Source: an optimization exercise on an open RTL-to-GDS flow (aim: small area, a short achievable clock period and few clock cycles per item). Production flows keep margins and buffers that such runs may drop. Function not checked in this run: the RTL went through the layout flow alone. Power figures rest on the tool's default switching activity, not on a simulated workload.

## design/flow/design.v

```verilog
module tsq_decoder (
    input  wire        clk,
    input  wire        rst,           
    input  wire        start,         
    input  wire        ext,           
    input  wire [22:0] in_size,       
    output wire        idle,
    input  wire        in_valid,
    input  wire [7:0]  in_data,
    output wire        in_ready,
    output wire        mem_re,
    output wire [17:0] mem_raddr,
    input  wire [7:0]  mem_rdata,     
    output wire        mem_we,
    output wire [17:0] mem_waddr,
    output wire [7:0]  mem_wdata,
    output wire        done,          
    output wire [3:0]  status,
    output wire [18:0] out_size
);
    localparam [22:0] OUTPUT_SIZE = 23'd327680;
    localparam [2:0] ST_OK       = 3'd0;
    localparam [2:0] ERR_SIZE    = 3'd2;
    localparam [2:0] ERR_INSIZE  = 3'd3;
    localparam [2:0] ERR_UNDERRUN= 3'd4;
    localparam [2:0] ERR_OFFSET  = 3'd5;
    localparam [2:0] ERR_OVERLAP = 3'd6;
    localparam [2:0] ERR_OVERRUN = 3'd7;
    localparam B_IDLE = 0,
               B_HDR  = 1,    
               B_DISP = 2,    
               B_GHDR = 3,    
               B_LIT  = 4,    
               B_OFF0 = 5,
               B_OFF1 = 6,
               B_VAL  = 7,    
               B_FIN  = 8,    
               B_DONE = 9;
    localparam [9:0] P_IDLE = 10'd1 << B_IDLE,
                     P_HDR  = 10'd1 << B_HDR,
                     P_DISP = 10'd1 << B_DISP,
                     P_GHDR = 10'd1 << B_GHDR,
                     P_LIT  = 10'd1 << B_LIT,
                     P_OFF0 = 10'd1 << B_OFF0,
                     P_OFF1 = 10'd1 << B_OFF1,
                     P_VAL  = 10'd1 << B_VAL,
                     P_FIN  = 10'd1 << B_FIN,
                     P_DONE = 10'd1 << B_DONE;
    reg [9:0]  ps;
    reg        okf;            
    reg [2:0]  st;
    reg        r_ext;
    reg [18:0] irem;           
    reg [18:0] orem;           
    reg [18:0] pj;             
    reg [17:0] anchor;
    reg [4:0]  cnt;            
    reg [7:0]  ctrl;
    reg [7:0]  sz0, sz1, sz2, sz3;
    reg        ex;             
    reg        par;            
    reg [2:0]  kn;             
    reg        s_c;            
    reg [6:0]  s_len;          
    reg [6:0]  r_len;          
    reg        r_ovr;          
    reg [7:0]  off_lo, off_hi;
    reg        e_act;
    reg [17:0] e_src;
    reg [6:0]  e_len;          
    reg        rd_pend;        
    reg        we_r;
    reg [7:0]  wdata;
    reg [17:0] wj;
    function [6:0] dec_len(input c, input [3:0] nib, input e);
        dec_len = (!c && e && nib <= 4'd2) ? (7'd32 + {1'b0, nib[1:0], 4'd0})
                                           : ({3'd0, nib} + 7'd1);
    endfunction
    wire       kn_c = ctrl[3'd7 - kn];
    reg  [7:0] kn_szb;
    always @(*) begin
        case (kn[2:1])
        2'd0: kn_szb = sz0;
        2'd1: kn_szb = sz1;
        2'd2: kn_szb = sz2;
        default: kn_szb = sz3;
        endcase
    end
    wire [3:0] kn_nib = kn[0] ? kn_szb[3:0] : kn_szb[7:4];
    wire lit_rdy  = !e_act && !rd_pend;
    wire rdy      = ps[B_HDR] || ps[B_GHDR] || ps[B_OFF0] ||
                    ps[B_OFF1] || (ps[B_LIT] && lit_rdy);
    wire take     = rdy && in_valid;
    wire lit_take = ps[B_LIT] && lit_rdy && in_valid;
    wire last     = (cnt == 5'd0);
    assign idle      = ps[B_IDLE];
    assign in_ready  = rdy;
    assign mem_re    = e_act;
    assign mem_raddr = e_src;
    assign mem_we    = we_r;
    assign mem_waddr = wj;
    assign mem_wdata = wdata;
    assign done      = ps[B_DONE];
    assign status    = {1'b0, st};
    assign out_size  = okf ? pj : 19'd0;
    wire orem_zero  = (orem == 19'd0);
    wire irem_small = (irem[18:5] == 14'd0);
    wire grp_uf     = irem_small && (irem[4:0] < 5'd5);
    wire lit_uf     = irem_small && (irem[4:0] < s_len[4:0]);
    wire ref_uf     = irem_small && (irem[4:0] < 5'd2);
    wire sym_ovr    = (orem[18:7] == 12'd0) && (orem[6:0] < s_len);
    wire [18:0] idec = ex ? 19'd5 : (s_c ? {12'd0, s_len} : 19'd2);
    wire [15:0] off   = {off_hi, off_lo};
    wire [18:0] diff  = {1'b0, anchor} - {3'd0, off};
    wire v_eoff  = (off == 16'd0) || diff[18];
    wire v_eovl  = (off[15:7] == 9'd0) && (off[6:0] < r_len);
    wire v_err   = v_eoff || v_eovl || r_ovr;
    wire v_small = (off[15:2] == 14'd0);
    wire v_acc   = v_small ? (!e_act && !rd_pend) : (!e_act || e_len == 7'd1);
    wire v_go    = ps[B_VAL] && !v_err && v_acc;
    wire disp = ps[B_DISP] || v_go ||
                ((ps[B_GHDR] || ps[B_LIT]) && take && last);
    wire kill = ps[B_DONE];
    always @(posedge clk) begin
        begin
            we_r    <= !kill && (rd_pend || lit_take);
            rd_pend <= !kill && e_act;
            wdata   <= rd_pend ? mem_rdata : in_data;
            if (we_r) wj <= wj + 18'd1;
            if (v_go) begin
                e_act <= 1'b1;
                e_src <= diff[17:0];
                e_len <= r_len;
            end else if (e_act) begin
                e_src <= e_src + 18'd1;
                e_len <= e_len - 7'd1;
                if (e_len == 7'd1) e_act <= 1'b0;
            end
            if (kill) e_act <= 1'b0;
            if (take) cnt <= cnt - 5'd1;
            case (1'b1)
            ps[B_IDLE]: if (start) begin
                r_ext <= ext;
                irem  <= in_size[18:0];
                pj    <= 19'd0;
                wj    <= 18'd0;
                ex    <= 1'b1;
                cnt   <= 5'd2;
                if (in_size > OUTPUT_SIZE || in_size < 23'd3) begin
                    st <= ERR_INSIZE; okf <= 1'b0;
                    ps <= P_DONE;
                end else begin
                    ps <= P_HDR;
                end
            end
            ps[B_HDR]: if (take) begin
                case (cnt[1:0])
                2'd2: orem[7:0]  <= in_data;
                2'd1: orem[15:8] <= in_data;
                default: begin
                    orem[18:16] <= in_data[2:0];
                    irem <= irem - 19'd3;
                    if (in_data[7:3] != 5'd0 ||
                        (in_data[2] && (in_data[1:0] != 2'd0 || orem[15:0] != 16'd0))) begin
                        st <= ERR_SIZE; okf <= 1'b0;
                        ps <= P_DONE;
                    end else begin
                        ps <= P_DISP;
                    end
                end
                endcase
            end
            ps[B_GHDR]: if (take) begin
                case (cnt[2:0])
                3'd4: ctrl <= in_data;
                3'd3: begin
                    sz0   <= in_data;
                    ex    <= 1'b0;
                    par   <= 1'b0;
                    kn    <= 3'd1;
                    s_c   <= ctrl[7];
                    s_len <= dec_len(ctrl[7], in_data[7:4], r_ext);
                end
                3'd2: sz1 <= in_data;
                3'd1: sz2 <= in_data;
                default: sz3 <= in_data;
                endcase
            end
            ps[B_OFF0]: if (take) begin
                off_lo <= in_data;
                ps     <= P_OFF1;
            end
            ps[B_OFF1]: if (take) begin
                off_hi <= in_data;
                ps     <= P_VAL;
            end
            ps[B_VAL]: if (v_err) begin
                st <= v_eoff ? ERR_OFFSET : (v_eovl ? ERR_OVERLAP : ERR_OVERRUN); okf <= 1'b0;
                ps <= P_DONE;
            end
            ps[B_FIN]: if (!e_act) begin
                st <= ST_OK; okf <= 1'b1;
                ps <= P_DONE;
            end
            ps[B_DONE]: ps <= P_IDLE;
            default: ;
            endcase
            if (disp) begin
                if (orem_zero) begin
                    ps <= P_FIN;
                end else if (ex) begin
                    if (grp_uf) begin
                        st <= ERR_UNDERRUN; okf <= 1'b0;
                        ps <= P_DONE;
                    end else begin
                        ps  <= P_GHDR;
                        cnt <= 5'd4;
                    end
                end else if (s_c) begin
                    if (lit_uf) begin
                        st <= ERR_UNDERRUN; okf <= 1'b0;
                        ps <= P_DONE;
                    end else if (sym_ovr) begin
                        st <= ERR_OVERRUN; okf <= 1'b0;
                        ps <= P_DONE;
                    end else begin
                        ps  <= P_LIT;
                        cnt <= s_len[4:0] - 5'd1;
                    end
                end else begin
                    if (ref_uf) begin
                        st <= ERR_UNDERRUN; okf <= 1'b0;
                        ps <= P_DONE;
                    end else begin
                        ps <= P_OFF0;
                    end
                end
                irem <= irem - idec;
                if (!ex && !orem_zero) begin
                    orem  <= orem - {12'd0, s_len};
                    pj    <= pj + {12'd0, s_len};
                    r_len <= s_len;
                    r_ovr <= sym_ovr;
                    if (!par) anchor <= pj[17:0];
                    par   <= !par;
                    kn    <= kn + 3'd1;
                    ex    <= (kn == 3'd0);
                    s_c   <= kn_c;
                    s_len <= dec_len(kn_c, kn_nib, r_ext);
                end
            end
        end
        if (rst) begin
            ps      <= P_IDLE;
            e_act   <= 1'b0;
            rd_pend <= 1'b0;
            we_r    <= 1'b0;
        end
    end
endmodule
```

## design/flow/run.sh

```bash
#!/bin/bash
# synth_recipe.tcl (not shown) runs the flow's synth.tcl, then flattens the netlist and writes it again
# the make line also repeats each setting of config.mk as NAME=value (left out here)
make -C /OpenROAD-flow-scripts/flow DESIGN_CONFIG=/design/flow/config.mk WORK_HOME=/design/flow/orfs CLKGATE_MAP_FILE= SYNTH_SCRIPT=/design/flow/synth_recipe.tcl finish
```

## design/flow/config.mk

```make
export PLATFORM = sky130hd
export DESIGN_NAME = tsq_decoder
export DESIGN_NICKNAME = tsq_decoder
export VERILOG_FILES = /design/flow/design.v
export SDC_FILE = /design/flow/constraint.sdc
export NUM_CORES = 4
export LEC_CHECK = 0
export CAP_MARGIN = 20
export CORE_MARGIN = 2
export CORE_UTILIZATION = 40
export SETUP_SLACK_MARGIN = 4.5
export SLEW_MARGIN = 20
```

## design/flow/constraint.sdc

```tcl
create_clock -name core_clock -period 7.5 [get_ports {clk}]
set_input_delay 1.5000 -clock core_clock [delete_from_list [all_inputs] [get_ports {clk}]]
set_output_delay 1.5000 -clock core_clock [all_outputs]
set_load 0.01 [all_outputs]
```

==> results by group <==
Detailed routing
  – DRT Pass-1 Iters: 6
  – Post-DRT Antenna Nets: 0
  – Routed len/inst: 19.3 um
  – Detailed Route WL: 39.3 mm
  – DRC Markers: 0
  – 1st-iter DRT viols: 735
  – Routed via count: 11,300
  – Via/cell ratio: 5.57

Timing
  – Max Slew Vio Count: 0
  – RSZ-0062 raised after global routing: yes
  – Period utilisation layout: 0.442
  – Total Neg Setup Slack: 0 ps
  – Fmax: 0.302 GHz
  – Worst-margin pin slew: 1030 ps
  – Min Tclk post-route: 3310 ps
  – Final Hold Viols: 0
  – Slew HR: 0.304
  – Worst Clk Skew: 8.28 ps
  – Final setup viols: 0

Placement
  – RD Place Congestion: 0.884
  – Number of port buffers: 114
  – Final HPWL DP: 25.5 mm

CTS
  – CTS Root Cell: clkbuf_16
  – # hold bufs at CTS: 0
  – H-Tree Depth: 1
  – CTS clk-pin slew, worst paths: 60 ps
  – Skew-Pair Late Insertion Delay: 540 ps
  – Total CTS buffers: 26
  – TritonCTS clock tree: built
  – Clock buffer depth: 3
  – Clk sinks: 226

Critical path
  – CP startpoint kind: register
  – CP max FO: 2
  – CP delay by family, top: simple AND/OR/NAND/NOR gates
  – Slowest CP cell: or4_4
  – Worst setup path category: reg2out
  – Critical Path AT: 1810 ps
  – Crit path cell chain: or4_4, or2_4, buf_6
  – CP peak stage delay: 530 ps
  – CP Buf/Inv Count: 1
  – Critical path required time: 6000 ps
  – CP endpoint kind: output port

Logic synthesis
  – Yosys cell types: 87
  – Synth Instances: 1,397
  – Mean post-synth cell area: 9.62 um2
  – Number of synthesized flops with an enable pin: 127
  – Synth Flop Type: edfxtp_1
  – Netlist Area Pre-Place: 13,400 um2
  – Syn Nets: 1,509
  – Post-synth top cells: nand2_1, edfxtp_1, nor2_1
  – YS warnings: 1
  – Area share of the leading cell type in the synthesized netlist: 0.284
  – Synth Register Bits: 226
  – Most common cell in the netlist: nand2_1
  – Async S/R FF share, synth: 0
  – Share of the yosys chip area belonging to registers: 0.431
  – Leading post-synthesis cells by cell area: edfxtp_1, dfxtp_1, ha_1
  – Synth area leader: edfxtp_1

Layout
  – Diodes inserted: 0
  – Share of cells above drive strength 1: 0.183
  – Fin nets: 1,682
  – Final core utilization: 0.512
  – Synth-to-layout area growth: 26.8%

Global route
  – First-pass GRT wire length: 59.3 mm
  – Vias in the first global route: 10,900
  – GRT overflow: 0
  – Largest net degree at the start of global routing: 52
  – Initial antenna violation count: 0
  – GRT Resource Usage Total: 0.210

Floorplan
  – Row cnt: 67
  – Die ar.: 35,100 um2
  – Core area: 33,300 um2
  – Die X: 187 um
  – IO Pins: 116
  – Initial core utilization: 0.404
  – Overall die height: 187 um

Status
  – Outcome: timing/DRC/antenna clean

Min path
  – Worst hold path class: reg2reg

Power and ir drop
  – Lkg Pwr: 6.78 nW
  – Power per standard cell area: 168 nW/um2
  – Max IR drop VDD: 0.144 mV

Job
  – Max Cap Viol: 0
[power breakdown]
part | leakage (nW) | switching, mW | internal, mW
clock network | 0.426 | 0.531 | 0.766
logic | 4.44 | 0.128 | 0.0996
registers | 1.92 | 0.0207 | 1.32
[layout make-up]
type / instances / area [um2]
clock buffer: 35 / 746
timing repair buffer: 202 / 1950
clock inverter: 13 / 125
sequential: 226 / 5840
multi-input combinational: 1040 / 7520
tap: 448 / 561
fill: 3068 / 16200
timing repair inverter: 1 / 5.00
inverter: 73 / 290
[stage by stage]
stage                     area, um2  setup slack [ps]  total power, mW  hold WS (ps)  std cells
final                         17000              4190             2.87           510       2038
after detailed placement      15100              2630             1.58           496       1913
after global placement        15100              2660             1.57           499       1913
after global routing          17000              4160             2.95           516       2038
after floorplan               13600              4230             1.49           406       1397
after CTS                     16400              4180             2.87           509       1996
[per-layer routing]
| layer | GRT usage | vias to the layer above | routed length [um] |
|---|---|---|---|
| met4 | 0.0833 | 0 | 1350 |
| met3 | 0.0238 | 86 | 1720 |
| li1 | - | 5462 | - |
| met1 | 0.271 | 5484 | 17400 |
| met2 | 0.361 | 313 | 18900 |
| met5 | 0 | - | 0 |
[worst paths after layout]
path	start	end	slack, ps	cells after the start
max	ps[3]	in_ready	4190	3
min	pj[5]	pj[5]	510	2
max reg2reg	off_hi[7]	s_c	4520	12
min reg2reg	pj[5]	pj[5]	510	2
[worst reg2reg max path: cells and delay by family, from the launching register on]
kind	cells	cell delay, ps
fa+ha+maj	1	270
flops	1	350
buf+inv	4	670
simple gates	3	800
compound gates	3	610
mux	1	210
[timing repair]
| item | in CTS | in global routing |
|---|---|---|
| pin swaps | 20 | 26 |
| setup buffers | 31 | 38 |
| gates cloned | 4 | 4 |
| endpoints found under the hold margin | 0 | 0 |
| endpoints found under the setup margin | 246 | 181 |
| gates resized for setup | 172 | 104 |
[logic make-up after synthesis]
kind of cell	Yosys count	share of synthesized area
compound gates	287	0.146
xor+xnor	97	0.0632
fa+ha+maj	68	0.0655
buf+inv	134	0.0417
flops	226	0.431
mux	64	0.0585
other cells	1	0.000279
simple gates	520	0.194
[sequential cells by signal, summed over array words and instances (netlist names), 8 cells and up]
register and flops:
pj 19, wdata 8, off_hi 8, anchor 18, ctrl 8, sz2 8, irem 19, sz3 8
sz1 8, e_src 18, wj 18, sz0 8, orem 19, ps 10, off_lo 8
[cell usage in the layout, fill, tap and decap left out, drive strengths merged, types with 9 or more instances in the layout]
cell type | Yosys | routed
or4 | 9 | 9
or3 | 21 | 21
clkinv | 1 | 9
mux2 | 16 | 16
xnor2 | 53 | 53
nor3 | 56 | 56
nand2b | 18 | 18
ha | 64 | 64
a211oi | 21 | 21
clkbuf | 29 | 49
clkdlybuf4s50 | 0 | 46
a21oi | 77 | 77
inv | 72 | 70
a22o | 12 | 12
and2 | 21 | 21
nor2b | 14 | 14
and3 | 12 | 12
nor2 | 115 | 115
xor2 | 44 | 44
a21o | 13 | 16
nand3 | 43 | 43
nor4 | 24 | 24
dlymetal6s2s | 0 | 13
mux2i | 38 | 38
nand4 | 17 | 17
o211ai | 19 | 19
buf | 32 | 98
dlygate4sd2 | 0 | 26
dfxtp | 99 | 99
mux4 | 10 | 10
edfxtp | 127 | 127
o21ai | 63 | 63
nand2 | 137 | 137

[static timing again, ports no longer ideal]
In the flow no input, the clock included, has a driving cell. The finished layout below was timed again as built, in two steps. Step 1, drivers: a clkbuf_16 drives clk and a buf_2 each remaining input, both assumed. Step 2, shift: input delay + t, output delay - t, t = (earliest + latest rising clock arrival at the registers) / 2. This alone moves slack from input paths to output paths. Slacks: ideal / step 1 / step 2; pairs: ideal / step 1.
t (ns): 0.589
slack for setup (ns): 4.187 / 4.135 / 3.984
hold WS [ns]: 0.510 / 0.510 / 0.510
worst register clock-pin slew, ns: 0.07 / 0.07
After both steps this run still meets setup and hold. The setup slack of this run moves by -0.052 ns with the drivers and by -0.203 ns with both steps.
